Source: an optimization exercise on an open RTL-to-GDS flow (aim: small area and few clock cycles). Production flows keep margins and buffers that such runs may drop.
At most, simulation tests tie the RTL to the original design; equivalence was not proved.
Only the layout flow was run in runs 1 to 6; the RTL was not checked for function there.
Power figures rest on the tool's default switching activity, not on a simulated workload.

$ cat design.v
module ft_core #(
    parameter RX_CAP      = 64,    
    parameter TX_CAP      = 40,    
    parameter PID_CONTROL = 8'h00,
    parameter PID_DATA    = 8'h01
) (
    input  wire        clk,
    input  wire        rst,           
    input  wire [31:0] now_us,        
    input  wire        lrx_valid,
    input  wire [7:0]  lrx_data,
    output wire        lrx_ready,
    input  wire [7:0]  host_max,
    output wire        hrx_valid,
    output wire [7:0]  hrx_data,
    output wire        hrx_last,
    output wire        hrx_empty,
    output wire [31:0] hrx_ts,
    input  wire        hrx_ready,
    input  wire        hwr_valid,
    input  wire [7:0]  hwr_data,
    input  wire        hwr_last,
    input  wire        hwr_empty,
    output wire        hwr_ready,
    output wire        wr_done,
    output wire [1:0]  wr_status,
    output wire        ltx_valid,
    output wire [7:0]  ltx_data,
    input  wire        ltx_ready
);
    localparam [7:0] FLAG    = 8'h7E;
    localparam [7:0] ESC     = 8'h7D;
    localparam [7:0] ESC_XOR = 8'h20;
    localparam BSQ_MIN_INTERVAL_US = 10000;
    localparam TX_PAY = TX_CAP - 3;              
    localparam [1:0] ST_SEND = 2'd0, ST_BSQ = 2'd1, ST_HOLD = 2'd2, ST_BADPARAM = 2'd3;
    reg [5:0]  cap;
    reg        bsq_valid;
    reg [31:0] bsq_time;
    localparam [1:0] RX_OUTSIDE = 2'd0, RX_INSIDE = 2'd1, RX_ESCAPED = 2'd2;
    reg [1:0]  rx_state;
    reg [6:0]  rx_len;         
    reg        k_data;         
    reg        k_ctl;          
    reg [31:0] rx_ts;          
    reg [7:0]  rx_mem [0:63];  
    reg [6:0]  fb;             
    reg        q_v, q_empty;
    reg [31:0] q_ts;
    reg        dv, dv_empty;
    reg [5:0]  dv_end;
    reg [31:0] dv_ts;
    reg [6:0]  rd;             
    wire is_flag  = (lrx_data == FLAG);
    wire is_esc   = (lrx_data == ESC);
    wire app      = (rx_state == RX_ESCAPED) ||
                    (rx_state == RX_INSIDE && !is_flag && !is_esc);
    wire [7:0] app_byte = (rx_state == RX_ESCAPED) ? (lrx_data ^ ESC_XOR) : lrx_data;
    wire close    = (rx_state == RX_INSIDE) && is_flag && (rx_len != 0);
    wire fits     = (rx_len <= RX_CAP) && ({1'b0, rx_len} <= host_max);
    wire deliver  = close && fits && k_data;
    wire bsn      = close && fits && k_ctl && (rx_len == 3);
    wire store    = app && k_data && (rx_len != 0) && (rx_len < RX_CAP);
    wire [6:0] wa = fb + rx_len;
    wire dv_fin   = hrx_ready && hrx_last;
    wire q_move   = q_v && (!dv || dv_fin);
    wire full     = (wa[5:0] == rd[5:0]) && (wa[6] != rd[6]);
    assign lrx_ready = !((deliver && q_v && !q_move) || (store && full));
    wire rx_take = lrx_valid && lrx_ready && !rst;
    always @(posedge clk) begin
        if (rst) begin
            rx_state <= RX_OUTSIDE;
            rx_len   <= 0;
        end else if (rx_take) begin
            case (rx_state)
                RX_OUTSIDE: begin
                    if (is_flag) rx_state <= RX_INSIDE;
                end
                RX_INSIDE: begin
                    if (is_esc) begin
                        rx_state <= RX_ESCAPED;
                    end else if (is_flag) begin
                        if (rx_len != 0) begin
                            rx_state <= RX_OUTSIDE;
                            rx_len   <= 0;
                        end
                    end else if (rx_len != RX_CAP + 1) begin
                        rx_len <= rx_len + 1'b1;
                    end
                end
                default: begin
                    rx_state <= RX_INSIDE;
                    if (rx_len != RX_CAP + 1)
                        rx_len <= rx_len + 1'b1;
                end
            endcase
        end
    end
    always @(posedge clk) begin
        if (rx_take) begin
            if (is_flag && (rx_state == RX_OUTSIDE || (rx_state == RX_INSIDE && rx_len == 0)))
                rx_ts <= now_us;
            else if (app && rx_len != 0 && !k_data)
                rx_ts[15:0] <= {rx_ts[7:0], app_byte};
            if (app && rx_len == 0) begin
                k_data <= (app_byte == PID_DATA);
                k_ctl  <= (app_byte == PID_CONTROL);
            end
            if (store)
                rx_mem[wa[5:0]] <= app_byte;
        end
    end
    always @(posedge clk) begin
        if (rst) begin
            q_v <= 1'b0;
            dv  <= 1'b0;
            rd  <= 7'd0;
            fb  <= 7'h7F;
        end else begin
            if (dv && hrx_ready) begin
                if (!dv_empty) rd <= rd + 1'b1;
                if (hrx_last)  dv <= 1'b0;
            end
            if (q_move) begin
                dv       <= 1'b1;
                dv_empty <= q_empty;
                dv_ts    <= q_ts;
                dv_end   <= fb[5:0];
                q_v      <= 1'b0;
            end
            if (rx_take && deliver) begin
                q_v     <= 1'b1;
                q_empty <= (rx_len == 1);
                q_ts    <= rx_ts;
                fb      <= fb + rx_len - 1'b1;
            end
        end
    end
    assign hrx_valid = dv;
    assign hrx_data  = rx_mem[rd[5:0]];
    assign hrx_empty = dv_empty;
    assign hrx_last  = dv_empty || (rd[5:0] == dv_end);
    assign hrx_ts    = dv_ts;
    reg [7:0] tx_mem [0:TX_PAY-1];
    reg [5:0] wp, rp, base;      
    reg       wpp, rpp, basep;   
    reg [5:0] enc_len;           
    reg       ld_done;           
    reg       sa;                
    reg [1:0] sph;               
    reg       spid;              
    reg       sesc;              
    wire tx_full   = (wp == rp) && (wpp != rpp);
    assign hwr_ready = !ld_done && !(tx_full && enc_len < TX_CAP);
    wire wr_take    = hwr_valid && hwr_ready && !rst;
    wire wr_special = (hwr_data == FLAG) || (hwr_data == ESC);
    wire [7:0] tb_byte = tx_mem[rp];
    wire       tb_spec = (tb_byte == FLAG) || (tb_byte == ESC);
    wire       s_fin   = ltx_ready && (sph == 2'd3);
    wire [31:0] elapsed  = now_us - bsq_time;
    wire        too_big  = enc_len > TX_CAP;
    wire        can_send = cap >= enc_len;
    wire        bsq_due  = !bsq_valid || elapsed >= BSQ_MIN_INTERVAL_US;
    assign wr_done   = ld_done && (!sa || s_fin);
    assign wr_status = too_big  ? ST_BADPARAM :
                       can_send ? ST_SEND :
                       bsq_due  ? ST_BSQ : ST_HOLD;
    wire [5:0] wp_inc = (wp == TX_PAY - 1) ? 6'd0 : wp + 1'b1;
    wire [5:0] rp_inc = (rp == TX_PAY - 1) ? 6'd0 : rp + 1'b1;
    always @(posedge clk) begin
        if (wr_take && !hwr_empty && enc_len < TX_CAP)
            tx_mem[wp] <= hwr_data;
    end
    always @(posedge clk) begin
        if (rst) begin
            wp <= 0; wpp <= 1'b0;
            rp <= 0; rpp <= 1'b0;
            base <= 0; basep <= 1'b0;
            enc_len <= 3;
            ld_done <= 1'b0;
            sa <= 1'b0;
            sph <= 0;
            sesc <= 1'b0;
        end else begin
            if (wr_take) begin
                if (!hwr_empty) begin
                    if (enc_len < TX_CAP) begin
                        wp <= wp_inc;
                        if (wp == TX_PAY - 1) wpp <= !wpp;
                    end
                    if (enc_len <= TX_CAP)
                        enc_len <= enc_len + (wr_special ? 6'd2 : 6'd1);
                end
                if (hwr_last)
                    ld_done <= 1'b1;
            end
            if (sa && ltx_ready) begin
                case (sph)
                    2'd0: sph <= 2'd1;
                    2'd1: sph <= (rp == base && rpp == basep) ? 2'd3 : 2'd2;
                    2'd2: begin
                        if (!sesc && tb_spec) begin
                            sesc <= 1'b1;
                        end else begin
                            sesc <= 1'b0;
                            rp   <= rp_inc;
                            if (rp == TX_PAY - 1) rpp <= !rpp;
                            if (rp_inc == base) sph <= 2'd3;
                        end
                    end
                    default: sa <= 1'b0;
                endcase
            end
            if (wr_done) begin
                ld_done <= 1'b0;
                enc_len <= 3;
                case (wr_status)
                    ST_SEND: begin
                        sa <= 1'b1; sph <= 2'd0; spid <= 1'b1;
                        base <= wp; basep <= wpp;
                    end
                    ST_BSQ: begin
                        sa <= 1'b1; sph <= 2'd0; spid <= 1'b0;
                        wp <= base; wpp <= basep;
                    end
                    default: begin
                        wp <= base; wpp <= basep;
                    end
                endcase
            end
        end
    end
    assign ltx_valid = sa;
    assign ltx_data  = (sph == 2'd1) ? {7'd0, spid} :
                       (sph == 2'd2) ? (sesc ? (tb_byte ^ ESC_XOR) : tb_spec ? ESC : tb_byte) :
                       FLAG;
    always @(posedge clk) begin
        if (rst) begin
            cap       <= 6'd0;
            bsq_valid <= 1'b0;
        end else begin
            if (wr_done && wr_status == ST_SEND)
                cap <= 6'd0;
            if (wr_done && wr_status == ST_BSQ) begin
                bsq_valid <= 1'b1;
                bsq_time  <= now_us;
            end
            if (rx_take && bsn)
                cap <= (rx_ts[7:0] != 0 || rx_ts[15:14] != 0) ? 6'd63 : rx_ts[13:8];
        end
    end
endmodule
$ cat run.sh
#!/bin/bash
# synth_recipe.tcl (not shown) runs the flow's synth.tcl, then flattens the netlist and writes it again
# the make line also repeats each setting of config.mk as NAME=value (left out here)
make -C /OpenROAD-flow-scripts/flow DESIGN_CONFIG=/design/flow/config.mk WORK_HOME=/design/flow/orfs CLKGATE_MAP_FILE= SYNTH_SCRIPT=/design/flow/synth_recipe.tcl finish
$ cat config.mk
export PLATFORM = sky130hd
export DESIGN_NAME = ft_core
export DESIGN_NICKNAME = ft_core
export VERILOG_FILES = /design/flow/design.v
export SDC_FILE = /design/flow/constraint.sdc
export NUM_CORES = 4
export LEC_CHECK = 0
export CAP_MARGIN = 20
export CORE_MARGIN = 2
export CORE_UTILIZATION = 40
export CTS_BUF_LIST = sky130_fd_sc_hd__clkbuf_8
export CTS_CLUSTER_DIAMETER = 50
export CTS_CLUSTER_SIZE = 16
export SLEW_MARGIN = 20
$ cat constraint.sdc
create_clock -name core_clock -period 10.0 [get_ports {clk}]
set_input_delay 2.0000 -clock core_clock [delete_from_list [all_inputs] [get_ports {clk}]]
set_output_delay 2.0000 -clock core_clock [all_outputs]
set_load 0.01 [all_outputs]
==> results.json, run 1 <==
{
  "cp.required_ps": 8000,
  "critPathLaunchType": "input pin",
  "dr.pass1.iters": 5,
  "syn_inst": 2441,
  "utilization_pct": 45.19,
  "hold_class": "register to register",
  "final-hold-violation-count": 0,
  "grt_usage_pct": 18.54,
  "fmax_mhz": 117.7,
  "postRouteWirelength_um": 100500,
  "worstMarginPinSlew_ps": 1113,
  "syn_avg_cell_area_um2": 17.47,
  "vias_per_cell": 5.594,
  "place_inst": 3881,
  "yosysTopAreaCell": "edfxtp_1",
  "drive_gt1_share_pct": 18.66,
  "yosysUniqueCellTypes": 83,
  "post_cts_buffers": 0,
  "gp_congestion": 0.8499,
  "grt_pass1_wl_um": 150400,
  "crit_slowest_cell": "o311ai_0",
  "cts-buffers-inserted": 103,
  "pre_cts_ws_ps": 1444,
  "cap_violations": 0,
  "synth_area_leaders": "edfxtp_1 67%, mux4_2 13%, dfxtp_1 3.6%",
  "maxSlewHeadroom_pct": 25.54,
  "holdBufCountCts": 0,
  "tns_ps": 0,
  "cp_cell_sequence": "clkdlybuf4s50_1 > inv_1 > ha_1 > inv_1 > fa_1 > a21o_1 > a221oi_2 > o21bai_1 > xor2_1 > nand2_1 > o311ai_0 > nand2_1 > and4_1 > o21ai_0 > clkdlybuf4s50_1",
  "fin_hold_ws_ps": 411.4,
  "path_clk_slew_ps": 80,
  "worstSetupPathType": "input pin to output port",
  "fin_cells": 4076,
  "final.setup_skew_ps": 44.01,
  "ir_drop_v": 0.0001250,
  "finalPower_mw": 7.778,
  "drc_errors": 0,
  "synth-edff-count": 947,
  "synth-async-reset-ratio_pct": 0,
  "wl_per_cell_um": 24.67,
  "core_um2": 105600,
  "ys_seq_area_share_pct": 70.26,
  "clock_sinks": 1023,
  "syn_area_um2": 42640,
  "placed_cell_area_um2": 45390,
  "cts_tree": "yes",
  "final_max_slew_viol_count": 0,
  "placement_rows": 119,
  "die_area_um2": 109200,
  "endpoint_kind": "output port",
  "cts_resized": 0,
  "synth_warnings": 1,
  "p_leak_nw": 14.99,
  "cts-htree-levels": 3,
  "timing.critical_path.buf_inv": 4,
  "grt_start_max_net_pins": 81,
  "antenna_found_initial": 3,
  "clkLatencyLatePin_ps": 770,
  "port_buffers": 120,
  "path_delay_family": "compound AO/OA/AOI/OAI gates",
  "ctsRootBufferMaster": "clkbuf_8",
  "first_global_vias": 23270,
  "yosys_register_bits": 1023,
  "cts_buffer_depth": 3,
  "finish.net_count": 2725,
  "drtIter0Drc": 2139,
  "area_delta_synth_final_pct": 11.88,
  "p_per_area_nw_per_um2": 163.0,
  "ant_nets": 0,
  "yosys.area.top_type_share_pct": 66.69,
  "period_share_pct": 84.99,
  "grt_overflow": 0,
  "io_pins": 121,
  "slowest_delay_ps": 880,
  "synth-main-ff-cell": "edfxtp_1",
  "status": "finished clean",
  "fin_ws_ps": 1501,
  "setup_viol": 0,
  "min_period_ps": 8499,
  "die-height_um": 330.5,
  "hpwlAfterDp_um": 65940,
  "crit_fanout": 5,
  "initial_core_util_pct": 40.39,
  "rsz0062_at_grt": "false",
  "dr_total_vias": 22800,
  "syn_nets": 2569,
  "critical_path_arrival_ps": 6500,
  "final_cell_area_um2": 47710,
  "die_w_um": 330.5
}
cell usage after synthesis (10+ instances only):
| library cell | count |
|---|---|
| o211ai_1 | 11 |
| o21ai_0 | 39 |
| a21o_1 | 22 |
| buf_1 | 16 |
| inv_1 | 70 |
| mux2_2 | 19 |
| and2_1 | 11 |
| nand4_1 | 22 |
| and3_1 | 15 |
| nor3_1 | 30 |
| xnor2_1 | 43 |
| nor4_1 | 15 |
| nor2b_1 | 14 |
| nor2_1 | 216 |
| xor2_1 | 35 |
| nand3_1 | 48 |
| nand2_1 | 89 |
| dfxtp_1 | 76 |
| a21oi_1 | 77 |
| a211oi_1 | 20 |
| or3_1 | 15 |
| o21ai_1 | 10 |
| mux2i_1 | 23 |
| nand2b_1 | 15 |
| edfxtp_1 | 947 |
| buf_2 | 16 |
| a22oi_1 | 20 |
| mux4_2 | 244 |
| ha_1 | 61 |
| clkbuf_1 | 65 |
| a31oi_1 | 12 |
logic make-up after synthesis:
kind of cell	share of synthesized area, %
adders and majority gates	1.931
AOI/OAI and AO/OA	4.657
muxes	13.93
buffers and inverters	1.705
xor gates and xnor gates	1.760
DFF	70.26
and+or+nand+nor	5.763
flip-flops by register name, summed over array words and instances, names as in the netlist, 2 cells and up, named ones only:
signal	flops
rx_mem	512
rp	6
sph	2
tx_mem	296
rx_state	2
q_ts	32
rx_ts	32
dv_end	6
rx_len	7
enc_len	6
rd	7
fb	7
bsq_time	32
cap	6
dv_ts	32
base	6
wp	6
per-layer routing:
layer  part of all wire, %  track usage [%]  wire [um]  vias up
li1                      -                -          -    10110
met1                    44            26.04      44690    11880
met2                    48            29.94      47990      660
met3                   5.0            3.036       5047      158
met4                   2.8            5.400       2820        0
met5                     0                0          0        -
power by group:
part           leakage, nW  total (mW)  switching, mW  internal [mW]
registers             9.13        4.68         0.0116           4.67
logic                 4.72       0.270          0.182         0.0873
clock network         1.14        2.83           1.58           1.25
total                 15.0        7.78           1.77           6.00
placed cells by master (no fill, tap or decap), drive strengths merged, types with 7 or more instances in the layout:
cell type | netlist | routed
and3 | 15 | 15
o211ai | 11 | 11
edfxtp | 947 | 947
a2111oi | 7 | 7
mux2i | 23 | 23
clkinvlp | 0 | 11
buf | 39 | 43
clkinv | 0 | 30
xor2 | 35 | 35
or3 | 15 | 15
nor2 | 216 | 216
nand3 | 48 | 48
xnor2 | 43 | 43
bufinv | 0 | 7
clkbuf | 65 | 107
nor2b | 14 | 14
a31oi | 12 | 12
mux4 | 244 | 244
o21a | 9 | 9
dfxtp | 76 | 76
clkdlybuf4s50 | 0 | 112
o21ai | 49 | 49
mux2 | 19 | 19
a221oi | 7 | 7
a211oi | 20 | 20
a21oi | 77 | 77
ha | 61 | 61
nor3 | 30 | 30
nand4 | 22 | 22
a21o | 22 | 22
a22oi | 22 | 22
nor4 | 16 | 16
inv | 70 | 102
nand2b | 15 | 15
nand2 | 89 | 89
and2 | 11 | 11
worst paths after layout:
check,cells after the start,from,endpoint,slack (ps)
max,15,now_us[0],wr_status[0],1500
max reg2reg,11,rx_len[0]$_SDFFE_PP0P_,rx_mem[3][2]$_DFFE_PP_,5070
min,0,q_ts[10]$_DFFE_PP_,dv_ts[10]$_DFFE_PP_,410
min reg2reg,0,q_ts[10]$_DFFE_PP_,dv_ts[10]$_DFFE_PP_,410
area by class of cell:
type / instances / area, um^2
Tap cell: 1391 / 1740
Inverter: 70 / 264.0
Sequential cell: 1023 / 29970
Timing Repair Buffer: 155 / 1469
Multi-Input combinational cell: 1244 / 12010
Antenna cell: 6 / 15.01
Clock inverter: 80 / 765.7
Clock buffer: 107 / 1473
Fill cell: 9006 / 57860
==> run 2, diff against run 1 <==
--- a/config.mk
+++ b/config.mk
@@ -8,7 +8,7 @@
 export CAP_MARGIN = 20
 export CORE_MARGIN = 2
 export CORE_UTILIZATION = 40
-export CTS_BUF_LIST = sky130_fd_sc_hd__clkbuf_8
-export CTS_CLUSTER_DIAMETER = 50
-export CTS_CLUSTER_SIZE = 16
+export CTS_BUF_LIST = sky130_fd_sc_hd__clkbuf_16
+export CTS_CLUSTER_DIAMETER = 80
+export CTS_CLUSTER_SIZE = 30
 export SLEW_MARGIN = 20
==> run 2 against run 1 <==
Effect of this change:
- still clean
- maximum frequency hardly changed
- combinational power hardly changed
- via count is 2.1% lower
- register-to-register slack worse by 30 ps
- cell area is 1.6% lower
- setup slack better by 3.1 ps
- worst hold slack worse by 1.4 ps
- flip-flop and latch count stayed put
- first-iteration DRC count is 4.0% lower
- die area stayed put
- largest power group unchanged
==> results.json, run 2 <==
{
  "area_delta_synth_final_pct": 10.13,
  "grt_overflow": 0,
  "critical_path_arrival_ps": 6500,
  "mostFrequentLayoutCells": "947 x edfxtp_1, 244 x mux4_2, 215 x nor2_1",
  "grt_pass1_wl_um": 148100,
  "syn_avg_cell_area_um2": 17.47,
  "hpwlAfterDp_um": 65940,
  "final.setup_skew_ps": 37.97,
  "worstMarginPinSlew_ps": 1115,
  "post_cts_buffers": 0,
  "synth_warnings": 1,
  "first_global_vias": 22650,
  "utilization_pct": 44.49,
  "holdBufCountCts": 0,
  "drc_errors": 0,
  "dr.pass1.iters": 7,
  "synth-main-ff-cell": "edfxtp_1",
  "antenna_found_initial": 2,
  "ir_drop_v": 0.0001546,
  "critPathLaunchType": "input pin",
  "place_inst": 3881,
  "port_buffers": 120,
  "cp_cell_sequence": "clkdlybuf4s50_1 > inv_1 > ha_1 > inv_1 > fa_1 > a21o_1 > a221oi_2 > o21bai_1 > xor2_1 > nand2_1 > o311ai_0 > nand2_1 > and4_1 > o21ai_0 > clkdlybuf4s50_1",
  "die-height_um": 330.5,
  "core_um2": 105600,
  "p_per_area_nw_per_um2": 154.5,
  "cts_buffer_depth": 3,
  "rsz0062_at_grt": "false",
  "hold_class": "register to register",
  "clock_sinks": 1023,
  "yosys_register_bits": 1023,
  "final_common_cell": "edfxtp_1",
  "multi_input_area_um2": 12010,
  "vias_per_cell": 5.627,
  "clkLatencyLatePin_ps": 670,
  "placement_rows": 119,
  "io_pins": 121,
  "fin_ws_ps": 1504,
  "yosysUniqueCellTypes": 83,
  "cts-buffers-inserted": 46,
  "p_leak_nw": 14.64,
  "synth-async-reset-ratio_pct": 0,
  "synth-edff-count": 947,
  "cap_violations": 0,
  "worstSetupPathType": "input pin to output port",
  "dr_total_vias": 22320,
  "slowest_delay_ps": 880,
  "postRouteWirelength_um": 99150,
  "crit_slowest_cell": "o311ai_0",
  "drive_gt1_share_pct": 15.46,
  "grt_start_max_net_pins": 81,
  "fillers": 9042,
  "endpoint_kind": "output port",
  "final-hold-violation-count": 0,
  "period_share_pct": 84.96,
  "drtIter0Drc": 2054,
  "synth_common_cells": "947 x edfxtp_1, 244 x mux4_2, 216 x nor2_1, 89 x nand2_1, 77 x a21oi_1",
  "ys_seq_area_share_pct": 70.26,
  "pre_cts_ws_ps": 1444,
  "largest_reg_flops": 512,
  "die_area_um2": 109200,
  "synth.most_common_cell": "edfxtp_1",
  "final_max_slew_viol_count": 0,
  "finish.net_count": 2668,
  "cp.required_ps": 8000,
  "syn_area_um2": 42640,
  "finalPower_mw": 7.255,
  "grt_usage_pct": 18.21,
  "fin_cells": 3966,
  "status": "finished clean",
  "crit_fanout": 5,
  "wl_per_cell_um": 25.00,
  "area.sequential_um2": 29970,
  "cts_tree": "yes",
  "maxSlewHeadroom_pct": 25.41,
  "timing.critical_path.buf_inv": 4,
  "die_w_um": 330.5,
  "cp_num_cells": 15,
  "cts_resized": 0,
  "ctsRootBufferMaster": "clkbuf_16",
  "path_clk_slew_ps": 100,
  "path_delay_family": "compound AO/OA/AOI/OAI gates",
  "yosys.area.top_type_share_pct": 66.69,
  "syn_nets": 2569,
  "fmax_mhz": 117.7,
  "synth_area_leaders": "edfxtp_1 67%, mux4_2 13%, dfxtp_1 3.6%",
  "yosysTopAreaCell": "edfxtp_1",
  "initial_core_util_pct": 40.39,
  "cts-htree-levels": 2,
  "hold_depth": 0,
  "rr_worst_depth": 11,
  "tns_ps": 0,
  "min_period_ps": 8496,
  "setup_viol": 0,
  "ant_nets": 0,
  "gp_congestion": 0.8499,
  "syn_inst": 2441
}
[run 2: cell counts after synthesis]
Identical to the previous run, type by type.
[run 2: final timing paths]
kind	to	start	slack, ps
setup / recovery	wr_status[0]	now_us[0]	1500
hold / removal	q_ts[23]$_DFFE_PP_	rx_ts[23]$_DFFE_PP_	410
setup reg to reg	rx_mem[2][4]$_DFFE_PP_	rx_len[0]$_SDFFE_PP0P_	5040
hold reg to reg	q_ts[23]$_DFFE_PP_	rx_ts[23]$_DFFE_PP_	410
[run 2: kinds of logic after synthesis]
kind of cell               after synthesis  synth area share (%)
DFF                                   1023                 70.26
and+or+nand+nor                        520                 5.763
AOI/OAI and AO/OA                      293                 4.657
muxes                                  286                 13.93
buffers and inverters                  174                 1.705
xor gates and xnor gates                81                 1.760
adders and majority gates               64                 1.931
[run 2: through the flow]
stage / hold slack (ps) / cell area [um^2]
2_1_floorplan: 400.3 / 42640
5_1_grt: 403.9 / 46960
3_3_place_gp: 402.1 / 45390
4_1_cts: 410.7 / 46890
6_report: 410.0 / 46960
3_5_place_dp: 405.2 / 45390
[run 2: worst register-to-register path, stage by stage, from the launching register on]
cell	delay, ps
dfxtp_1	370
ha_1	240
fa_1	430
a21o_1	200
a21oi_1	410
o21bai_1	110
a21oi_1	280
xnor3_1	280
nor3_1	120
nor4_2	640
nand3_1	510
nor2_1	990
[run 2: report_power, final]
part | total, mW | internal (mW) | leakage [nW] | switching, mW
combinational | 0.271 | 0.0874 | 4.72 | 0.183
sequential | 4.68 | 4.67 | 9.13 | 0.0115
clock | 2.31 | 0.937 | 0.785 | 1.37
total | 7.26 | 5.69 | 14.6 | 1.56
[run 2: final cells by class]
cell class | instances | share of cell area [%]
sequential | 1023 | 63.82
multi-input combinational | 1244 | 25.57
tap | 1391 | 3.706
timing repair buffer | 155 | 3.128
clock buffer | 47 | 2.504
clock inverter | 35 | 0.7007
inverter | 70 | 0.5622
antenna | 1 | 0.005329
[run 2: layer usage]
metal,global-route usage [%],up-vias,wire length [um]
met5,0,-,0
met4,4.495,0,2324
met3,2.587,109,5045
met2,29.82,629,47730
met1,25.82,11640,44050
li1,-,9945,-
==> run 3, diff against run 2 <==
--- a/design.v
+++ b/design.v
@@ -157,10 +157,24 @@
     wire [7:0] tb_byte = tx_mem[rp];
     wire       tb_spec = (tb_byte == FLAG) || (tb_byte == ESC);
     wire       s_fin   = ltx_ready && (sph == 2'd3);
-    wire [31:0] elapsed  = now_us - bsq_time;
+    wire [32:0] bw;
+    wire [31:0] el;
+    reg         el_b_r;        
+    reg         el_lo_ge_r;    
+    assign bw[0] = 1'b0;
+    genvar gi;
+    generate for (gi = 0; gi < 32; gi = gi + 1) begin : g_sub
+        wire bin = (gi == 16) ? el_b_r : bw[gi];
+        assign el[gi]    = now_us[gi] ^ bsq_time[gi] ^ bin;
+        assign bw[gi+1]  = (~now_us[gi] & bsq_time[gi]) | (~(now_us[gi] ^ bsq_time[gi]) & bin);
+    end endgenerate
+    always @(posedge clk) begin
+        el_b_r     <= bw[16];
+        el_lo_ge_r <= el[15:0] >= BSQ_MIN_INTERVAL_US;
+    end
     wire        too_big  = enc_len > TX_CAP;
     wire        can_send = cap >= enc_len;
-    wire        bsq_due  = !bsq_valid || elapsed >= BSQ_MIN_INTERVAL_US;
+    wire        bsq_due  = !bsq_valid || el[31:16] != 0 || el_lo_ge_r;
     assign wr_done   = ld_done && (!sa || s_fin);
     assign wr_status = too_big  ? ST_BADPARAM :
                        can_send ? ST_SEND :
--- a/config.mk
+++ b/config.mk
@@ -7,8 +7,8 @@
 export LEC_CHECK = 0
 export CAP_MARGIN = 20
 export CORE_MARGIN = 2
-export CORE_UTILIZATION = 40
+export CORE_UTILIZATION = 60
 export CTS_BUF_LIST = sky130_fd_sc_hd__clkbuf_16
-export CTS_CLUSTER_DIAMETER = 80
-export CTS_CLUSTER_SIZE = 30
+export CTS_CLUSTER_DIAMETER = 60
+export CTS_CLUSTER_SIZE = 40
 export SLEW_MARGIN = 20
==> run 3 against run 2 <==
Effect of this change:
- clock power increased by about 20%
- critical path type unchanged
- sequential power hardly changed
- now fails the layout checks on negative setup slack
- cell area shrank 1.4%
- final cell count is 14% lower
- area after synthesis decreased by 2.3%
- critical path depth is 8 higher
- sequential share of layout area up 1.0 points
==> results.json, run 3 <==
{
  "status": "finished with violations",
  "check.faults": "negative setup slack",
  "min_period_ps": 10200,
  "initial_core_util_pct": 60.66,
  "core_um2": 68710,
  "clkLatencyLatePin_ps": 660,
  "path_delay_family": "adder cells",
  "synth.most_common_cell": "edfxtp_1",
  "grt_overflow": 0,
  "wl_per_cell_um": 26.42,
  "port_buffers": 120,
  "place_inst": 3315,
  "synth-async-reset-ratio_pct": 0,
  "crit_slowest_cell": "fa_2",
  "yosysTopAreaCell": "edfxtp_1",
  "die-height_um": 267.5,
  "slowest_delay_ps": 410,
  "synth-edff-count": 947,
  "synth_common_cells": "947 x edfxtp_1, 188 x mux4_2, 146 x nor2_1, 118 x mux2i_1, 82 x inv_1",
  "routed.top_layer": "met4",
  "clock_sinks": 1025,
  "fin_ws_ps": -204.4,
  "final-hold-violation-count": 0,
  "grt_usage_pct": 25.84,
  "first_global_vias": 21460,
  "dr_total_vias": 21230,
  "dr.pass1.iters": 6,
  "final_common_cell": "edfxtp_1",
  "fmax_mhz": 98.00,
  "p_leak_nw": 14.38,
  "placed_cell_area_um2": 44150,
  "critPathLaunchType": "input pin",
  "io_pins": 121,
  "ir_drop_v": 0.0002197,
  "fillers": 4668,
  "synth-main-ff-cell": "edfxtp_1",
  "crit_top_cell": "fa_2",
  "hold_class": "register to register",
  "path_clk_slew_ps": 90,
  "mostFrequentLayoutCells": "947 x edfxtp_1, 188 x mux4_2, 145 x nor2_1",
  "cts-htree-levels": 2,
  "area_delta_synth_final_pct": 11.08,
  "die_w_um": 267.5,
  "placement_rows": 96,
  "diodes": 0,
  "routed-wl-met3_um": 4388,
  "period_share_pct": 102.0,
  "worstMarginPinSlew_ps": 1113,
  "yosys_register_bits": 1025,
  "grt_pass1_wl_um": 136800,
  "synth_area_leaders": "edfxtp_1 68%, mux4_2 10%, dfxtp_1 3.7%",
  "crit_fanout": 3,
  "r2r_start": "bsq_time[16]$_DFFE_PP_",
  "cts_tree": "yes",
  "dr_wl_met2_um": 45140,
  "syn_area_um2": 41670,
  "p_per_area_nw_per_um2": 165.0,
  "critical_path_arrival_ps": 8200,
  "hpwlAfterDp_um": 57810,
  "yosys.area.top_type_share_pct": 68.24,
  "yosysUniqueCellTypes": 76,
  "cap_violations": 0,
  "syn_inst": 2298,
  "final_max_slew_viol_count": 0,
  "worstSetupPathType": "input pin to output port",
  "wl_met1_um": 38370,
  "largest_reg_flops": 512,
  "final_cell_area_um2": 46290,
  "maxSlewHeadroom_pct": 25.56,
  "setup_viol": 2,
  "cp_cell_sequence": "buf_8 > fa_2 > inv_2 > fa_2 > fa_2 > fa_2 > fa_2 > fa_2 > fa_2 > fa_2 > fa_2 > fa_2 > fa_2 > fa_2 > fa_2 > fa_2 > fa_2 > xor2_2 > xnor2_1 > nand3_2 > o21a_1 > inv_2 > buf_6",
  "drc_errors": 0,
  "rsz0062_at_grt": "true",
  "endpoint_kind": "output port",
  "ctsRootBufferMaster": "clkbuf_16",
  "gp_congestion": 0.8909,
  "antenna_found_initial": 0,
  "tns_ps": -313.4,
  "fin_cells": 3423,
  "drtIter0Drc": 2044,
  "fin_hold_ws_ps": 424.5,
  "ys_seq_area_share_pct": 71.98,
  "multi_input_area_um2": 10990,
  "vias_per_cell": 6.202,
  "synth_warnings": 1,
  "cts-buffers-inserted": 56,
  "timing.critical_path.buf_inv": 4,
  "syn_nets": 2425,
  "drive_gt1_share_pct": 18.22,
  "final.setup_skew_ps": 30.19,
  "finish.net_count": 2571,
  "grt_start_max_net_pins": 96,
  "ant_nets": 0,
  "crit_start": "now_us[16]",
  "cts_buffer_depth": 3,
  "postRouteWirelength_um": 90420,
  "min-delay-start": "q_ts[17]$_DFFE_PP_",
  "cp.required_ps": 8000,
  "die_area_um2": 71580,
  "area.sequential_um2": 30010,
  "syn_avg_cell_area_um2": 18.13
}
==> run 3: what timing repair did <==
item                       CTS  global route
setup buffers                2             0
setup endpoints to repair    2             2
resized for setup           34             1
hold buffers                 0             0
pin swaps                    9             2
==> run 3: area by class of cell <==
type                            count  area share [%]
Timing Repair Buffer              194           3.768
Clock buffer                       57           3.081
Tap cell                          931           2.516
Inverter                           82          0.6676
Multi-Input combinational cell   1085           23.74
Sequential cell                  1025           64.83
Clock inverter                     49           1.389
==> run 3: per-layer routing <==
layer  vias to the layer above  GRT usage, %
met5                         -             0
met4                         0         7.263
met3                       126         2.731
met2                       642         43.26
met1                     11060         36.72
li1                       9401             -
==> run 3: cells by family (layout without fill, tap and decap cells) <==
| kind of cell | after synthesis | in the layout | share of synthesized area, % |
|---|---|---|---|
| buffers and inverters | 188 | 382 | 1.973 |
| DFF | 1025 | 1025 | 71.98 |
| adders and majority gates | 63 | 63 | 2.468 |
| xor gates and xnor gates | 65 | 65 | 1.435 |
| AOI/OAI and AO/OA | 212 | 212 | 3.642 |
| muxes | 326 | 326 | 13.53 |
| and+or+nand+nor | 419 | 419 | 4.963 |
==> run 3: stage by stage <==
stage / setup WS (ps) / total power [mW] / utilization, %
after global routing: -431.5 / 7.851 / 67.38
after CTS: -242.9 / 7.682 / 67.34
after global placement: -1304 / 4.956 / 64.22
final: -204.4 / 7.637 / 67.38
after floorplan: 4.428 / 4.844 / -
after detailed placement: -1446 / 4.965 / 64.26
==> run 3: worst register-to-register path: cells and delay by family (launching register included) <==
kind,cells,cell delay (ps)
compound gates,2,370
xor+xnor,2,310
fa+ha+maj,15,5240
buf+inv,4,380
flops,1,360
simple gates,2,330
==> run 3: power by group <==
part	total [mW]	switching, mW	internal (mW)
Combinational	0.187	0.125	0.0626
Clock	2.77	1.52	1.25
Sequential	4.68	0.00799	4.67
==> run 3: final timing paths <==
path                            slack (ps)  depth (start not counted)             endpoint
worst max register to register        2860                         25        sa$_SDFF_PP0_
worst min register to register         420                          0  dv_ts[17]$_DFFE_PP_
worst min-delay path                   420                          0  dv_ts[17]$_DFFE_PP_
worst max-delay path                  -200                         23         wr_status[1]
==> run 4, diff against run 3 <==
--- a/config.mk
+++ b/config.mk
@@ -10,5 +10,5 @@
 export CORE_UTILIZATION = 60
 export CTS_BUF_LIST = sky130_fd_sc_hd__clkbuf_16
 export CTS_CLUSTER_DIAMETER = 60
-export CTS_CLUSTER_SIZE = 40
+export CTS_CLUSTER_SIZE = 30
 export SLEW_MARGIN = 20
==> run 4 against run 3 <==
Effect of this change:
- critical endpoint unchanged
- still fails the layout checks on negative setup slack
- flip-flop and latch count did not move
- non-clock buffer count unchanged
- register-to-register slack barely moved
- die area did not move
- maximum frequency about the same
- critical path type unchanged
- sequential power about the same
- combinational power about the same
==> results.json, run 4 <==
{
  "synth_area_leaders": "edfxtp_1 68%, mux4_2 10%, dfxtp_1 3.7%",
  "gp_congestion": 0.8909,
  "dr.pass1.iters": 5,
  "synth_compound_area_share_pct": 3.642,
  "status": "finished with violations",
  "cap_violations": 0,
  "largest_reg_flops": 512,
  "wl_per_cell_um": 26.45,
  "syn_avg_cell_area_um2": 18.13,
  "rr_worst_depth": 25,
  "critical_path_arrival_ps": 8210,
  "worstHoldEndpoint": "dv_ts[8]$_DFFE_PP_",
  "clkLatencyLatePin_ps": 650,
  "fin_cells": 3423,
  "path_clk_slew_ps": 90,
  "reg2reg_slack_ps": 2850,
  "drive_gt1_share_pct": 18.22,
  "fillers": 4674,
  "initial_core_util_pct": 60.66,
  "grt_pass1_wl_um": 136400,
  "worstMarginPinSlew_ps": 1122,
  "area_delta_synth_final_pct": 10.96,
  "yosys_register_bits": 1025,
  "check.faults": "negative setup slack",
  "synth-main-ff-cell": "edfxtp_1",
  "die-height_um": 267.5,
  "cts-buffers-inserted": 57,
  "yosys.area_share.adder_pct": 2.468,
  "syn_inst": 2298,
  "cp_cell_sequence": "buf_8 > fa_2 > inv_2 > fa_2 > fa_2 > fa_2 > fa_2 > fa_2 > fa_2 > fa_2 > fa_2 > fa_2 > fa_2 > fa_2 > fa_2 > fa_2 > fa_2 > xor2_2 > xnor2_1 > nand3_2 > o21a_1 > inv_2 > buf_6",
  "slowest_delay_ps": 410,
  "synth_top_family_by_area": "multiplexers",
  "placement_rows": 96,
  "cts-htree-levels": 2,
  "placed_cell_area_um2": 44150,
  "vias_per_cell": 6.211,
  "final_max_slew_viol_count": 0,
  "die_w_um": 267.5,
  "critPathLaunchType": "input pin",
  "hpwlAfterDp_um": 57810,
  "final.setup_skew_ps": 31.15,
  "synth.most_common_cell": "edfxtp_1",
  "crit_fanout": 3,
  "final_cell_area_um2": 46240,
  "syn_nets": 2425,
  "synth-edff-count": 947,
  "io_pins": 121,
  "min-delay-start": "q_ts[8]$_DFFE_PP_",
  "die_area_um2": 71580,
  "p_leak_nw": 14.36,
  "fin_ws_ps": -212.2,
  "core_um2": 68710,
  "final-hold-violation-count": 0,
  "synth-async-reset-ratio_pct": 0,
  "fmax_mhz": 97.92,
  "first_global_vias": 21400,
  "worstSetupPathType": "input pin to output port",
  "hold_depth": 0,
  "yosys.area.top_type_share_pct": 68.24,
  "tns_ps": -322.9,
  "crit_top_cell": "fa_2",
  "grt_overflow": 0,
  "ir_drop_v": 0.0002206,
  "yosysTopAreaCell": "edfxtp_1",
  "final_common_cell": "edfxtp_1",
  "finish.net_count": 2572,
  "setup_viol": 2,
  "muxShareOfSynthArea_pct": 13.53,
  "pre_cts_ws_ps": -1446,
  "postRouteWirelength_um": 90550,
  "ctsRootBufferMaster": "clkbuf_16",
  "yosysUniqueCellTypes": 76,
  "drtIter0Drc": 1961,
  "cp.required_ps": 8000,
  "ys_seq_area_share_pct": 71.98,
  "synth_warnings": 1,
  "r2r_start": "bsq_time[16]$_DFFE_PP_",
  "period_share_pct": 102.1,
  "clock_sinks": 1025,
  "cts_buffer_depth": 3,
  "finalPower_mw": 7.591,
  "dr_total_vias": 21260,
  "port_buffers": 120,
  "syn_area_um2": 41670,
  "p_per_area_nw_per_um2": 164.2,
  "hold_class": "register to register",
  "min_period_ps": 10210,
  "mostFrequentLayoutCells": "947 x edfxtp_1, 188 x mux4_2, 145 x nor2_1",
  "synthXorXnorAreaFrac_pct": 1.435,
  "rsz0062_at_grt": "true",
  "crit_slowest_cell": "fa_2",
  "timing.critical_path.buf_inv": 4,
  "ant_nets": 0,
  "endpoint_kind": "output port",
  "antenna_found_initial": 0,
  "cts_tree": "yes",
  "diodes": 0,
  "synth_common_cells": "947 x edfxtp_1, 188 x mux4_2, 146 x nor2_1, 118 x mux2i_1, 82 x inv_1",
  "r2r_end": "sa$_SDFF_PP0_",
  "grt_start_max_net_pins": 96,
  "place_inst": 3315,
  "yosys.area_share.simple_pct": 4.963,
  "path_delay_family": "adder cells",
  "drc_errors": 0,
  "maxSlewHeadroom_pct": 24.93,
  "grt_usage_pct": 25.84
}
## run 4: cell types whose count changed in the layout (fill, tap and decap cells not counted), sizes merged
cell      before  now
clkinvlp       1    2
bufinv         4    3
## run 4: metrics by stage
step                utilization (%)  hold slack, ps
finish                        67.30           425.4
global route                  67.30           427.9
CTS                           67.27           426.2
detailed placement            64.26           404.5
global placement              64.22           402.1
floorplan                         -           400.3
## run 4: logic make-up (layout without fill, tap and decap cells)
logic type	after synthesis	in the layout
AOI/OAI and AO/OA	212	212
xor gates and xnor gates	65	65
adders and majority gates	63	63
buffers and inverters	188	382
DFF	1025	1025
muxes	326	326
and+or+nand+nor	419	419
## run 4: timing repair
action / CTS / global route
resized for setup: 34 / 1
buffers inserted: 2 / 0
setup endpoints to repair: 2 / 2
hold buffers: 0 / 0
pin swaps: 9 / 2
## run 4: area by class of cell
type	instances	area [um^2]	share of cell area, %
Clock buffer	57	1426	3.085
Clock inverter	49	593.1	1.283
Inverter	82	309.0	0.6683
Multi-Input combinational cell	1085	10990	23.77
Sequential cell	1025	30010	64.91
Tap cell	931	1165	2.519
Timing Repair Buffer	194	1744	3.772
## run 4: power by group
part | internal, mW | switching, mW | leakage [nW]
Clock | 1.21 | 1.51 | 0.994
Sequential | 4.67 | 0.00803 | 9.14
Combinational | 0.0626 | 0.125 | 4.22
## run 4: layer usage
layer	vias to the layer above	track usage [%]	share of wire (%)
met1	11070	36.77	42
li1	9404	-	-
met5	-	0	0
met2	659	43.29	50
met4	0	6.704	2.6
met3	126	2.970	5.2
## run 4: how the worst max path moves through the flow
| stage | from | to | slack [ps] | depth (start not counted) |
|---|---|---|---|---|
| 2_1_floorplan | now_us[16] | wr_status[1] | 4 | 21 |
| 3_3_place_gp | now_us[16] | wr_status[1] | -1300 | 23 |
| 3_5_place_dp | now_us[16] | wr_status[1] | -1450 | 23 |
| 4_1_cts | now_us[16] | wr_status[1] | -240 | 23 |
| 5_1_grt | now_us[16] | wr_status[1] | -430 | 23 |
| 6_report | now_us[16] | wr_status[1] | -210 | 23 |
==> run 5, diff against run 4 <==
--- a/design.v
+++ b/design.v
@@ -159,22 +159,23 @@
     wire       s_fin   = ltx_ready && (sph == 2'd3);
     wire [32:0] bw;
     wire [31:0] el;
+    localparam  EL_LO = 18;    
     reg         el_b_r;        
     reg         el_lo_ge_r;    
     assign bw[0] = 1'b0;
     genvar gi;
     generate for (gi = 0; gi < 32; gi = gi + 1) begin : g_sub
-        wire bin = (gi == 16) ? el_b_r : bw[gi];
+        wire bin = (gi == EL_LO) ? el_b_r : bw[gi];
         assign el[gi]    = now_us[gi] ^ bsq_time[gi] ^ bin;
         assign bw[gi+1]  = (~now_us[gi] & bsq_time[gi]) | (~(now_us[gi] ^ bsq_time[gi]) & bin);
     end endgenerate
     always @(posedge clk) begin
-        el_b_r     <= bw[16];
-        el_lo_ge_r <= el[15:0] >= BSQ_MIN_INTERVAL_US;
+        el_b_r     <= bw[EL_LO];
+        el_lo_ge_r <= el[EL_LO-1:0] >= BSQ_MIN_INTERVAL_US;
     end
     wire        too_big  = enc_len > TX_CAP;
     wire        can_send = cap >= enc_len;
-    wire        bsq_due  = !bsq_valid || el[31:16] != 0 || el_lo_ge_r;
+    wire        bsq_due  = !bsq_valid || el[31:EL_LO] != 0 || el_lo_ge_r;
     assign wr_done   = ld_done && (!sa || s_fin);
     assign wr_status = too_big  ? ST_BADPARAM :
                        can_send ? ST_SEND :
--- a/config.mk
+++ b/config.mk
@@ -7,8 +7,8 @@
 export LEC_CHECK = 0
 export CAP_MARGIN = 20
 export CORE_MARGIN = 2
-export CORE_UTILIZATION = 60
+export CORE_UTILIZATION = 55
 export CTS_BUF_LIST = sky130_fd_sc_hd__clkbuf_16
-export CTS_CLUSTER_DIAMETER = 60
+export CTS_CLUSTER_DIAMETER = 80
 export CTS_CLUSTER_SIZE = 30
 export SLEW_MARGIN = 20
==> run 5 against run 4 <==
Effect of this change:
- now clean on timing, DRC and antenna
- highest routed layer unchanged
- core utilization fell by 6.6 points
- routed wire length increased by 2.3%
- register-to-register slack better by 570 ps
- cell area fell by 2.0%
- largest power group unchanged
==> results.json, run 5 <==
{
  "status": "finished clean",
  "yosys_register_bits": 1025,
  "post_cts_buffers": 0,
  "period_share_pct": 97.30,
  "antenna_found_initial": 0,
  "cts-htree-levels": 2,
  "maxSlewHeadroom_pct": 25.66,
  "fmax_mhz": 102.8,
  "die_area_um2": 77800,
  "clkLatencyLatePin_ps": 630,
  "grt_usage_pct": 24.05,
  "synth-main-ff-cell": "edfxtp_1",
  "crit_slowest_cell": "fa_1",
  "clock_sinks": 1025,
  "grt_pass1_wl_um": 137900,
  "finish.net_count": 2478,
  "mostFrequentLayoutCells": "947 x edfxtp_1, 218 x mux4_2, 196 x nor2_1",
  "cts_tree": "yes",
  "vias_per_cell": 6.164,
  "swShare_pct": 20.68,
  "endpoint_kind": "output port",
  "p_per_area_nw_per_um2": 158.1,
  "final_cell_area_um2": 45330,
  "synth_area_leaders": "edfxtp_1 68%, mux4_2 12%, dfxtp_1 3.8%",
  "synth.most_common_cell": "edfxtp_1",
  "finalPower_mw": 7.168,
  "ys_seq_area_share_pct": 72.16,
  "final.setup_skew_ps": 26.62,
  "postRouteWirelength_um": 92620,
  "yosysTopAreaCell": "edfxtp_1",
  "dr_total_vias": 20660,
  "drive_gt1_share_pct": 16.79,
  "largest_reg_flops": 512,
  "worstSetupPathType": "input pin to output port",
  "slowest_delay_ps": 490,
  "placed_cell_area_um2": 43810,
  "die-height_um": 278.9,
  "final-hold-violation-count": 0,
  "ctsRootBufferMaster": "clkbuf_16",
  "core_um2": 74700,
  "io_pins": 121,
  "initial_core_util_pct": 55.66,
  "r2r_end": "bsq_time[10]$_DFFE_PP_",
  "grt_start_max_net_pins": 87,
  "cp.required_ps": 8000,
  "yosys.area.top_type_share_pct": 68.40,
  "p_seq_share_pct": 65.3,
  "grt_overflow": 0,
  "p_leak_nw": 14.09,
  "gp_congestion": 0.8491,
  "crit_start": "now_us[19]",
  "r2r_start": "bsq_time[18]$_DFFE_PP_",
  "final_common_cell": "edfxtp_1",
  "cp-endpoint": "wr_status[1]",
  "wl_per_cell_um": 27.63,
  "combPwrFrac_pct": 2.6,
  "critPathLaunchType": "input pin",
  "syn_avg_cell_area_um2": 18.50,
  "fillers": 5339,
  "syn_nets": 2374,
  "drc_errors": 0,
  "diodes": 0,
  "crit_fanout": 2,
  "synth-async-reset-ratio_pct": 0,
  "area_delta_synth_final_pct": 9.031,
  "placement_rows": 100,
  "port_buffers": 120,
  "cts-buffers-inserted": 45,
  "critical_path_arrival_ps": 7730,
  "synth-edff-count": 947,
  "rsz0062_at_grt": "false",
  "crit_top_cell": "fa_2",
  "syn_area_um2": 41570,
  "die_w_um": 278.9,
  "rr_worst_depth": 23,
  "min_period_ps": 9730,
  "cp_cell_sequence": "clkdlybuf4s50_1 > inv_1 > fa_2 > fa_2 > fa_2 > fa_2 > fa_2 > fa_2 > fa_2 > fa_2 > fa_2 > fa_2 > fa_1 > fa_1 > nand3_1 > nor4_2 > nand2_1 > and2_4 > a21oi_4 > buf_6",
  "synth_warnings": 1,
  "setup_viol": 0,
  "dr.pass1.iters": 5,
  "syn_inst": 2247,
  "path_clk_slew_ps": 100,
  "ir_drop_v": 0.0001626,
  "hold_class": "register to register",
  "worstMarginPinSlew_ps": 1115,
  "p_int_mw": 5.686,
  "ant_nets": 0,
  "holdBufCountCts": 0,
  "reg2reg_slack_ps": 3420,
  "yosysUniqueCellTypes": 77,
  "hpwlAfterDp_um": 59550,
  "p_switching_mw": 1.482,
  "cap_violations": 0,
  "final_max_slew_viol_count": 0,
  "synth_common_cells": "947 x edfxtp_1, 218 x mux4_2, 196 x nor2_1, 86 x inv_1, 78 x dfxtp_1",
  "first_global_vias": 21080,
  "drtIter0Drc": 1951,
  "cts_buffer_depth": 3,
  "p_clk_share_pct": 32.1
}
## run 5: area by class of cell
class / count / area (um^2) / area share, %
repair buffers: 157 / 1446 / 3.191
multi-input cells: 1036 / 10850 / 23.94
clock inverters: 32 / 305.3 / 0.6735
clock buffers: 47 / 1176 / 2.595
flip-flops and latches: 1025 / 30020 / 66.22
inverters: 86 / 322.8 / 0.7121
well taps: 969 / 1212 / 2.675
## run 5: power by group through the flow
stage	clock, mW	sequential, mW	combinational [mW]
2_1_floorplan	0	4.78	0.0622
6_report	2.30	4.68	0.184
4_1_cts	2.36	4.68	0.187
3_5_place_dp	0	4.78	0.185
5_1_grt	2.49	4.68	0.202
3_3_place_gp	0	4.78	0.179
## run 5: logic make-up after synthesis
| family | share of synthesized area [%] |
|---|---|
| flops | 72.16 |
| simple gates | 4.984 |
| mux | 14.21 |
| buf+inv | 1.896 |
| compound gates | 2.811 |
| xor+xnor | 1.472 |
| fa+ha+maj | 2.474 |
## run 5: how the worst min path moves through the flow
stage                     cells after the start  slack [ps]             endpoint           startpoint
final                                         0         430  dv_ts[13]$_DFFE_PP_   q_ts[13]$_DFFE_PP_
after detailed placement                      0         400  dv_ts[13]$_DFFE_PP_   q_ts[13]$_DFFE_PP_
after global routing                          0         440  dv_ts[27]$_DFFE_PP_   q_ts[27]$_DFFE_PP_
after CTS                                     0         430  dv_ts[13]$_DFFE_PP_   q_ts[13]$_DFFE_PP_
after floorplan                               0         400   dv_empty$_DFFE_PP_    q_empty$_DFFE_PP_
after global placement                        0         400   q_ts[20]$_DFFE_PP_  rx_ts[20]$_DFFE_PP_
## run 5: metrics by stage
| stage | setup slack, ps | util [%] | hold slack, ps | std cells | TNS, ps |
|---|---|---|---|---|---|
| finish | 269.6 | 60.69 | 427.9 | 3352 | 0 |
| global route | 26.16 | 60.69 | 437.3 | 3352 | 0 |
| CTS | 17.84 | 60.65 | 427.6 | 3352 | 0 |
| detailed placement | -957.1 | 58.65 | 404.5 | 3273 | -1706 |
| global placement | -945.7 | 58.65 | 401.9 | 3273 | -1710 |
| floorplan | 9.952 | - | 400.3 | 2247 | 0 |
## run 5: critical path, delay by kind of cell
kind / cells / cell delay (ps)
AOI/OAI and AO/OA: 1 / 120
and+or+nand+nor: 4 / 520
buffers and inverters: 3 / 670
adders and majority gates: 12 / 4410
## run 5: repair_timing
| action | in CTS | in global routing |
|---|---|---|
| endpoints found under the setup margin | 2 | 2 |
| pin swaps | 2 | 2 |
| gates resized for setup | 19 | 6 |
## run 5: per-layer routing
layer	global-route usage (%)	routed length, um
met1	34.58	39850
met3	2.502	4141
met5	0	0
met4	5.983	2174
met2	40.15	46450
==> run 6, diff against run 5 <==
--- a/config.mk
+++ b/config.mk
@@ -7,7 +7,7 @@
 export LEC_CHECK = 0
 export CAP_MARGIN = 20
 export CORE_MARGIN = 2
-export CORE_UTILIZATION = 55
+export CORE_UTILIZATION = 40
 export CTS_BUF_LIST = sky130_fd_sc_hd__clkbuf_16
 export CTS_CLUSTER_DIAMETER = 80
 export CTS_CLUSTER_SIZE = 30
==> run 6 against run 5 <==
Effect of this change:
- sequential share of layout area is 0.80 points lower
- synthesized cell count did not move
- critical path type unchanged
- non-clock buffer count increased by 3
- combinational power about the same
- count of clock-buffer cells in the layout grew 1
- routed wire length increased by 0.70%
- maximum frequency shrank 0.35%
- highest routed layer unchanged
- register-to-register slack got worse by 20 ps
- worst hold slack worse by 10 ps
==> results.json, run 6 <==
{
  "slowest_delay_ps": 480,
  "dr_total_vias": 20570,
  "yosys_register_bits": 1025,
  "io_pins": 121,
  "synth_warnings": 1,
  "ys_seq_area_share_pct": 72.16,
  "fin_ws_ps": 235.0,
  "setup_viol": 0,
  "gp_congestion": 0.8427,
  "ctsRootBufferMaster": "clkbuf_16",
  "multi_input_area_um2": 10850,
  "area.sequential_um2": 30020,
  "synth.most_common_cell": "edfxtp_1",
  "yosysTopAreaCell": "edfxtp_1",
  "drtIter0Drc": 2378,
  "finalPower_mw": 7.172,
  "grt_usage_pct": 17.38,
  "p_per_area_nw_per_um2": 156.3,
  "ir_drop_v": 0.0001067,
  "period_share_pct": 97.65,
  "wl_per_cell_um": 24.80,
  "port_buffers": 120,
  "core_um2": 103300,
  "timing.critical_path.buf_inv": 3,
  "yosysUniqueCellTypes": 77,
  "crit_slowest_cell": "clkdlybuf4s50_1",
  "synth_common_cells": "947 x edfxtp_1, 218 x mux4_2, 196 x nor2_1, 86 x inv_1, 78 x dfxtp_1",
  "die_w_um": 326.4,
  "grt_start_max_net_pins": 121,
  "die-height_um": 326.4,
  "cp_cell_sequence": "clkdlybuf4s50_1 > inv_1 > fa_2 > fa_2 > fa_2 > fa_2 > fa_2 > fa_2 > fa_2 > fa_2 > fa_2 > fa_2 > fa_2 > fa_1 > nand3_1 > nor4_2 > nand2_1 > and2_4 > a21oi_4 > buf_6",
  "fillers": 8830,
  "first_global_vias": 21120,
  "finish.net_count": 2481,
  "final-hold-violation-count": 0,
  "maxSlewHeadroom_pct": 30.26,
  "dr.pass1.iters": 5,
  "path_clk_slew_ps": 110,
  "critPathLaunchType": "input pin",
  "cap_violations": 0,
  "crit_top_cell": "fa_2",
  "final.setup_skew_ps": 42.19,
  "area_delta_synth_final_pct": 10.37,
  "hpwlAfterDp_um": 59800,
  "synth-main-ff-cell": "edfxtp_1",
  "postRouteWirelength_um": 93270,
  "fin_hold_ws_ps": 417.5,
  "pre_cts_ws_ps": -1104,
  "status": "finished clean",
  "syn_avg_cell_area_um2": 18.50,
  "placement_rows": 118,
  "critical_path_arrival_ps": 7760,
  "crit_fanout": 2,
  "p_leak_nw": 14.11,
  "syn_nets": 2374,
  "drc_errors": 0,
  "hold_class": "register to register",
  "clock_sinks": 1025,
  "cts-htree-levels": 2,
  "antenna_found_initial": 0,
  "worstSetupPathType": "input pin to output port",
  "clkLatencyLatePin_ps": 650,
  "drive_gt1_share_pct": 16.81,
  "vias_per_cell": 5.469,
  "rsz0062_at_grt": "false",
  "initial_core_util_pct": 40.23,
  "synth_area_leaders": "edfxtp_1 68%, mux4_2 12%, dfxtp_1 3.8%",
  "final_common_cell": "edfxtp_1",
  "syn_inst": 2247,
  "path_delay_family": "adder cells",
  "endpoint_kind": "output port",
  "cts_tree": "yes",
  "cts-buffers-inserted": 45,
  "largest_reg_flops": 512,
  "ant_nets": 0,
  "synth-async-reset-ratio_pct": 0,
  "grt_overflow": 0,
  "utilization_pct": 44.40,
  "syn_area_um2": 41570,
  "cts_buffer_depth": 3,
  "cp.required_ps": 8000,
  "min_period_ps": 9765,
  "synth-edff-count": 947,
  "die_area_um2": 106500,
  "fmax_mhz": 102.4,
  "grt_pass1_wl_um": 138500,
  "worstMarginPinSlew_ps": 1042,
  "yosys.area.top_type_share_pct": 68.40,
  "mostFrequentLayoutCells": "947 x edfxtp_1, 218 x mux4_2, 196 x nor2_1",
  "final_max_slew_viol_count": 0
}
-- run 6: cell count changes in the layout (fill, tap and decap cells not counted), moves of 2 or more --
cell and change:
inv_1 -2, clkinv_8 +2, inv_6 -3, clkinvlp_4 -2, buf_4 +2
-- run 6: final cells by class --
class | count | area share, %
Antenna cell | 1 | 0.005453
Inverter | 86 | 0.7062
Sequential cell | 1025 | 65.41
Timing Repair Buffer | 160 | 3.245
Clock inverter | 25 | 0.5999
Tap cell | 1380 | 3.763
Clock buffer | 48 | 2.618
Multi-Input combinational cell | 1036 | 23.65
-- run 6: what timing repair did --
action                                  in CTS  in global routing
gates resized for setup                     20                  4
endpoints found under the setup margin       2                  2
setup buffers                                0                  0
gates cloned                                 0                  0
pin swaps                                    3                  3
hold buffers                                 0                  0
-- run 6: report_power, final --
group	internal [mW]	switching, mW	total (mW)	leakage [nW]
logic	0.0608	0.122	0.183	4.22
clock network	0.943	1.36	2.31	0.739
registers	4.67	0.00728	4.68	9.14
-- run 6: path summary, 6_finish.rpt --
kind                            slack (ps)  depth (start not counted)                    from                     to
worst max-delay path                   240                         20              now_us[19]           wr_status[1]
worst min-delay path                   420                          0       q_ts[6]$_DFFE_PP_     dv_ts[6]$_DFFE_PP_
worst max register to register        3400                         22  bsq_time[18]$_DFFE_PP_  bsq_time[1]$_DFFE_PP_
worst min register to register         420                          0       q_ts[6]$_DFFE_PP_     dv_ts[6]$_DFFE_PP_
-- run 6: kinds of logic after synthesis --
| kind of cell | Yosys count | share of synthesized area (%) |
|---|---|---|
| AOI/OAI and AO/OA | 163 | 2.811 |
| xor gates and xnor gates | 65 | 1.472 |
| adders and majority gates | 63 | 2.474 |
| buffers and inverters | 186 | 1.896 |
| DFF | 1025 | 72.16 |
| muxes | 307 | 14.21 |
| and+or+nand+nor | 438 | 4.984 |
-- run 6: through the flow --
step	std cells	instance area, um^2	TNS [ps]
after global placement	3686	44340	-1658
after global routing	3760	45880	0
after floorplan	2247	41570	0
after detailed placement	3686	44340	-1866
after CTS	3759	45850	0
final	3761	45890	0
-- run 6: routing by layer --
metal  share of wire [%]  routed length, um  global-route usage, %
met5                   0                  0                      0
met4                 2.1               1972                  4.188
met3                 5.5               5151                  2.599
met2                  48              45170                  28.19
met1                  44              40970                  24.86
==> run 7, diff against run 6 <==
--- a/design.v
+++ b/design.v
@@ -34,7 +34,7 @@
     localparam BSQ_MIN_INTERVAL_US = 10000;
     localparam TX_PAY = TX_CAP - 3;              
     localparam [1:0] ST_SEND = 2'd0, ST_BSQ = 2'd1, ST_HOLD = 2'd2, ST_BADPARAM = 2'd3;
-    reg [5:0]  cap;
+    reg [15:0] cap;
     reg        bsq_valid;
     reg [31:0] bsq_time;
     localparam [1:0] RX_OUTSIDE = 2'd0, RX_INSIDE = 2'd1, RX_ESCAPED = 2'd2;
@@ -157,25 +157,10 @@
     wire [7:0] tb_byte = tx_mem[rp];
     wire       tb_spec = (tb_byte == FLAG) || (tb_byte == ESC);
     wire       s_fin   = ltx_ready && (sph == 2'd3);
-    wire [32:0] bw;
-    wire [31:0] el;
-    localparam  EL_LO = 18;    
-    reg         el_b_r;        
-    reg         el_lo_ge_r;    
-    assign bw[0] = 1'b0;
-    genvar gi;
-    generate for (gi = 0; gi < 32; gi = gi + 1) begin : g_sub
-        wire bin = (gi == EL_LO) ? el_b_r : bw[gi];
-        assign el[gi]    = now_us[gi] ^ bsq_time[gi] ^ bin;
-        assign bw[gi+1]  = (~now_us[gi] & bsq_time[gi]) | (~(now_us[gi] ^ bsq_time[gi]) & bin);
-    end endgenerate
-    always @(posedge clk) begin
-        el_b_r     <= bw[EL_LO];
-        el_lo_ge_r <= el[EL_LO-1:0] >= BSQ_MIN_INTERVAL_US;
-    end
+    wire [31:0] elapsed  = now_us - bsq_time;
     wire        too_big  = enc_len > TX_CAP;
-    wire        can_send = cap >= enc_len;
-    wire        bsq_due  = !bsq_valid || el[31:EL_LO] != 0 || el_lo_ge_r;
+    wire        can_send = cap >= {10'd0, enc_len};
+    wire        bsq_due  = !bsq_valid || elapsed >= BSQ_MIN_INTERVAL_US;
     assign wr_done   = ld_done && (!sa || s_fin);
     assign wr_status = too_big  ? ST_BADPARAM :
                        can_send ? ST_SEND :
@@ -251,17 +236,17 @@
                        FLAG;
     always @(posedge clk) begin
         if (rst) begin
-            cap       <= 6'd0;
+            cap       <= 16'd0;
             bsq_valid <= 1'b0;
         end else begin
             if (wr_done && wr_status == ST_SEND)
-                cap <= 6'd0;
+                cap <= 16'd0;
             if (wr_done && wr_status == ST_BSQ) begin
                 bsq_valid <= 1'b1;
                 bsq_time  <= now_us;
             end
             if (rx_take && bsn)
-                cap <= (rx_ts[7:0] != 0 || rx_ts[15:14] != 0) ? 6'd63 : rx_ts[13:8];
+                cap <= {rx_ts[7:0], rx_ts[15:8]};
         end
     end
 endmodule
--- a/config.mk
+++ b/config.mk
@@ -8,7 +8,4 @@
 export CAP_MARGIN = 20
 export CORE_MARGIN = 2
 export CORE_UTILIZATION = 40
-export CTS_BUF_LIST = sky130_fd_sc_hd__clkbuf_16
-export CTS_CLUSTER_DIAMETER = 80
-export CTS_CLUSTER_SIZE = 30
 export SLEW_MARGIN = 20
==> run 7 against run 6 <==
Effect of this change:
- still clean on timing, DRC and antenna
- register-to-register slack improved by 1600 ps
- area after synthesis increased by 3.8%
- worst hold slack got worse by 34 ps
- core utilization increased by 1.9 points
- routed wire length increased by 12%
- power increased by 27%
- critical path type unchanged
- critical endpoint is now wr_status[0]
- highest routed layer unchanged
==> results.json, run 7 <==
{
  "cts_buffer_depth": 3,
  "postRouteWirelength_um": 104900,
  "final.setup_skew_ps": 42.93,
  "cp.required_ps": 8000,
  "yosys_register_bits": 1033,
  "reg2reg_slack_ps": 4970,
  "utilization_pct": 46.29,
  "synth-main-ff-cell": "edfxtp_1",
  "worstHoldEndpoint": "dv_ts[9]$_DFFE_PP_",
  "syn_area_um2": 43160,
  "synth-edff-count": 947,
  "fmax_mhz": 117.0,
  "wl_per_cell_um": 25.04,
  "grt_start_max_net_pins": 121,
  "ctsRootBufferMaster": "clkbuf_16",
  "grt_usage_pct": 18.89,
  "die_w_um": 332.5,
  "clkLatencyLatePin_ps": 710,
  "final-hold-violation-count": 0,
  "first_global_vias": 23970,
  "cap_violations": 0,
  "rr_worst_depth": 11,
  "swShare_pct": 20.83,
  "synth-async-reset-ratio_pct": 0,
  "p_per_area_nw_per_um2": 183.3,
  "path_clk_slew_ps": 60,
  "p_int_mw": 7.190,
  "yosysUniqueCellTypes": 80,
  "final_common_cell": "edfxtp_1",
  "syn_inst": 2541,
  "path_delay_family": "compound AO/OA/AOI/OAI gates",
  "grt_overflow": 0,
  "p_switching_mw": 1.891,
  "p_seq_share_pct": 52.0,
  "r2r_start": "rx_len[0]$_SDFFE_PP0P_",
  "combPwrFrac_pct": 3.1,
  "r2r_end": "rx_mem[54][3]$_DFFE_PP_",
  "final_max_slew_viol_count": 0,
  "fillers": 9104,
  "synth_warnings": 1,
  "syn_avg_cell_area_um2": 16.99,
  "vias_per_cell": 5.605,
  "p_leak_nw": 15.87,
  "largest_reg_flops": 512,
  "slowest_delay_ps": 950,
  "area_delta_synth_final_pct": 14.81,
  "endpoint_kind": "output port",
  "hpwlAfterDp_um": 69030,
  "hold_class": "register to register",
  "worstMarginPinSlew_ps": 1059,
  "crit_slowest_cell": "a2111oi_0",
  "syn_nets": 2669,
  "status": "finished clean",
  "ant_nets": 0,
  "placed_cell_area_um2": 45900,
  "drc_errors": 0,
  "antenna_found_initial": 4,
  "synth_common_cells": "947 x edfxtp_1, 241 x mux4_2, 208 x nor2_1, 121 x nand2_1, 90 x a21oi_1",
  "finish.net_count": 2821,
  "core_um2": 107100,
  "crit_fanout": 7,
  "clock_sinks": 1033,
  "drtIter0Drc": 2215,
  "io_pins": 121,
  "gp_congestion": 0.8817,
  "cp_num_cells": 12,
  "die_area_um2": 110500,
  "cp_cell_sequence": "clkdlybuf4s50_1 > ha_1 > a21o_1 > a221o_1 > nand4_1 > a2111oi_0 > o21ai_0 > a2111oi_0 > and4b_1 > and3b_1 > o21ai_0 > clkdlybuf4s50_1",
  "timing.critical_path.buf_inv": 2,
  "ys_seq_area_share_pct": 69.88,
  "synth.most_common_cell": "edfxtp_1",
  "pre_cts_ws_ps": 1593,
  "cts_resized": 0,
  "worstSetupPathType": "input pin to output port",
  "grt_pass1_wl_um": 156100,
  "p_clk_share_pct": 44.9,
  "maxSlewHeadroom_pct": 27.58,
  "period_share_pct": 85.49,
  "post_cts_buffers": 0,
  "cts-htree-levels": 3,
  "dr.pass1.iters": 6,
  "cts-buffers-inserted": 106,
  "tns_ps": 0,
  "yosys.area.top_type_share_pct": 65.89,
  "yosysTopAreaCell": "edfxtp_1",
  "setup_viol": 0,
  "die-height_um": 332.5,
  "fin_ws_ps": 1451,
  "holdBufCountCts": 0,
  "synth_area_leaders": "edfxtp_1 66%, mux4_2 13%, dfxtp_1 4.0%",
  "mostFrequentLayoutCells": "947 x edfxtp_1, 241 x mux4_2, 208 x nor2_1",
  "hold_depth": 0,
  "critical_path_arrival_ps": 6550,
  "initial_core_util_pct": 40.32,
  "ir_drop_v": 0.0001547,
  "min-delay-start": "q_ts[9]$_DFFE_PP_",
  "final_cell_area_um2": 49550,
  "rsz0062_at_grt": "false",
  "drive_gt1_share_pct": 17.89,
  "placement_rows": 120,
  "dr_total_vias": 23490,
  "critPathLaunchType": "input pin",
  "min_period_ps": 8549,
  "cts_tree": "yes",
  "port_buffers": 120
}
==> run 7: cell count changes after synthesis, moves of 25 or more <==
| cell | previous run | this run |
|---|---|---|
| a21oi_1 | 43 | 90 |
| o21ai_0 | 15 | 55 |
| mux2_2 | 33 | 8 |
| fa_1 | 32 | 3 |
| nand2_1 | 67 | 121 |
| ha_1 | 31 | 61 |
==> run 7: power by group through the flow <==
stage          Clock, mW  Sequential [mW]  Combinational, mW
2_1_floorplan          0             4.81              0.135
3_3_place_gp           0             4.82              0.275
3_5_place_dp           0             4.82              0.282
4_1_cts             4.15             4.72              0.283
5_1_grt             4.32             4.72              0.310
6_report            4.07             4.72              0.282
==> run 7: logic make-up (layout without fill, tap and decap cells) <==
group,after synthesis,count (layout),synth area share (%)
flip-flops,1033,1033,69.88
AND/OR/NAND/NOR,580,580,6.436
AO/OA/AOI/OAI,311,311,4.833
multiplexers,278,278,13.46
buffers and inverters,199,441,1.847
XOR/XNOR,76,76,1.644
adder cells (fa/ha/maj),64,64,1.908
other,0,4,0
==> run 7: layout make-up <==
| type | instances | area [um^2] | share of cell area (%) |
|---|---|---|---|
| diodes | 4 | 10.01 | 0.02020 |
| clock buffers | 121 | 2770 | 5.590 |
| clock inverters | 77 | 855.8 | 1.727 |
| inverters | 89 | 335.3 | 0.6767 |
| multi-input cells | 1309 | 12220 | 24.66 |
| flip-flops and latches | 1033 | 30170 | 60.89 |
| well taps | 1403 | 1755 | 3.543 |
| repair buffers | 154 | 1433 | 2.891 |
==> run 7: worst max-delay path by stage <==
stage / start / endpoint / slack (ps)
after global placement: now_us[0] / wr_status[0] / 1610
final: now_us[4] / wr_status[0] / 1450
after global routing: now_us[4] / wr_status[0] / 1110
after CTS: now_us[4] / wr_status[0] / 1510
after detailed placement: now_us[4] / wr_status[0] / 1590
after floorplan: now_us[4] / bsq_time[0]$_DFFE_PP_ / 2980
==> run 7: layer usage <==
layer	up-vias	routed length [um]	part of all wire (%)	GRT usage, %
li1	10410	-	-	-
met1	12250	45640	44	26.00
met2	678	51370	49	31.28
met3	148	5217	5.0	2.664
met4	0	2674	2.5	5.687
met5	-	0	0	0
==> run 7: stage by stage <==
| stage | total power, mW | hold slack (ps) | std cells |
|---|---|---|---|
| floorplan | 4.948 | 400.3 | 2541 |
| global placement | 5.090 | 402.1 | 3987 |
| detailed placement | 5.098 | 404.5 | 3987 |
| CTS | 9.158 | 381.9 | 4185 |
| global route | 9.357 | 394.1 | 4188 |
| finish | 9.081 | 383.0 | 4190 |
Testbench counts of run 7, summed over its fixed seeds: cycles 119,235.

## re-timing with driven ports
In the flow no input, the clock included, has a driving cell. The finished layouts below were timed again as built, in two steps.
Step 1, drivers: a clkbuf_16 drives clk and a buf_2 each remaining input, both assumed.
Step 2, shift: input delay + t, output delay - t, t = (earliest + latest rising clock arrival at the registers) / 2. This alone moves slack from input paths to output paths.
a / b / c = ideal / step 1 / step 2; a / b = the first two.
run	t (ns)	slack for setup (ns)
run 1	0.818	1.501 / 1.478 / 1.478
run 2	0.709	1.504 / 1.481 / 1.481
run 3	0.705	-0.204 / -0.259 / -0.259
run 4	0.701	-0.212 / -0.267 / -0.267
run 5	0.693	0.270 / 0.242 / 0.242
run 6	0.700	0.235 / 0.207 / 0.207
run 7	0.750	1.451 / 1.411 / 1.411
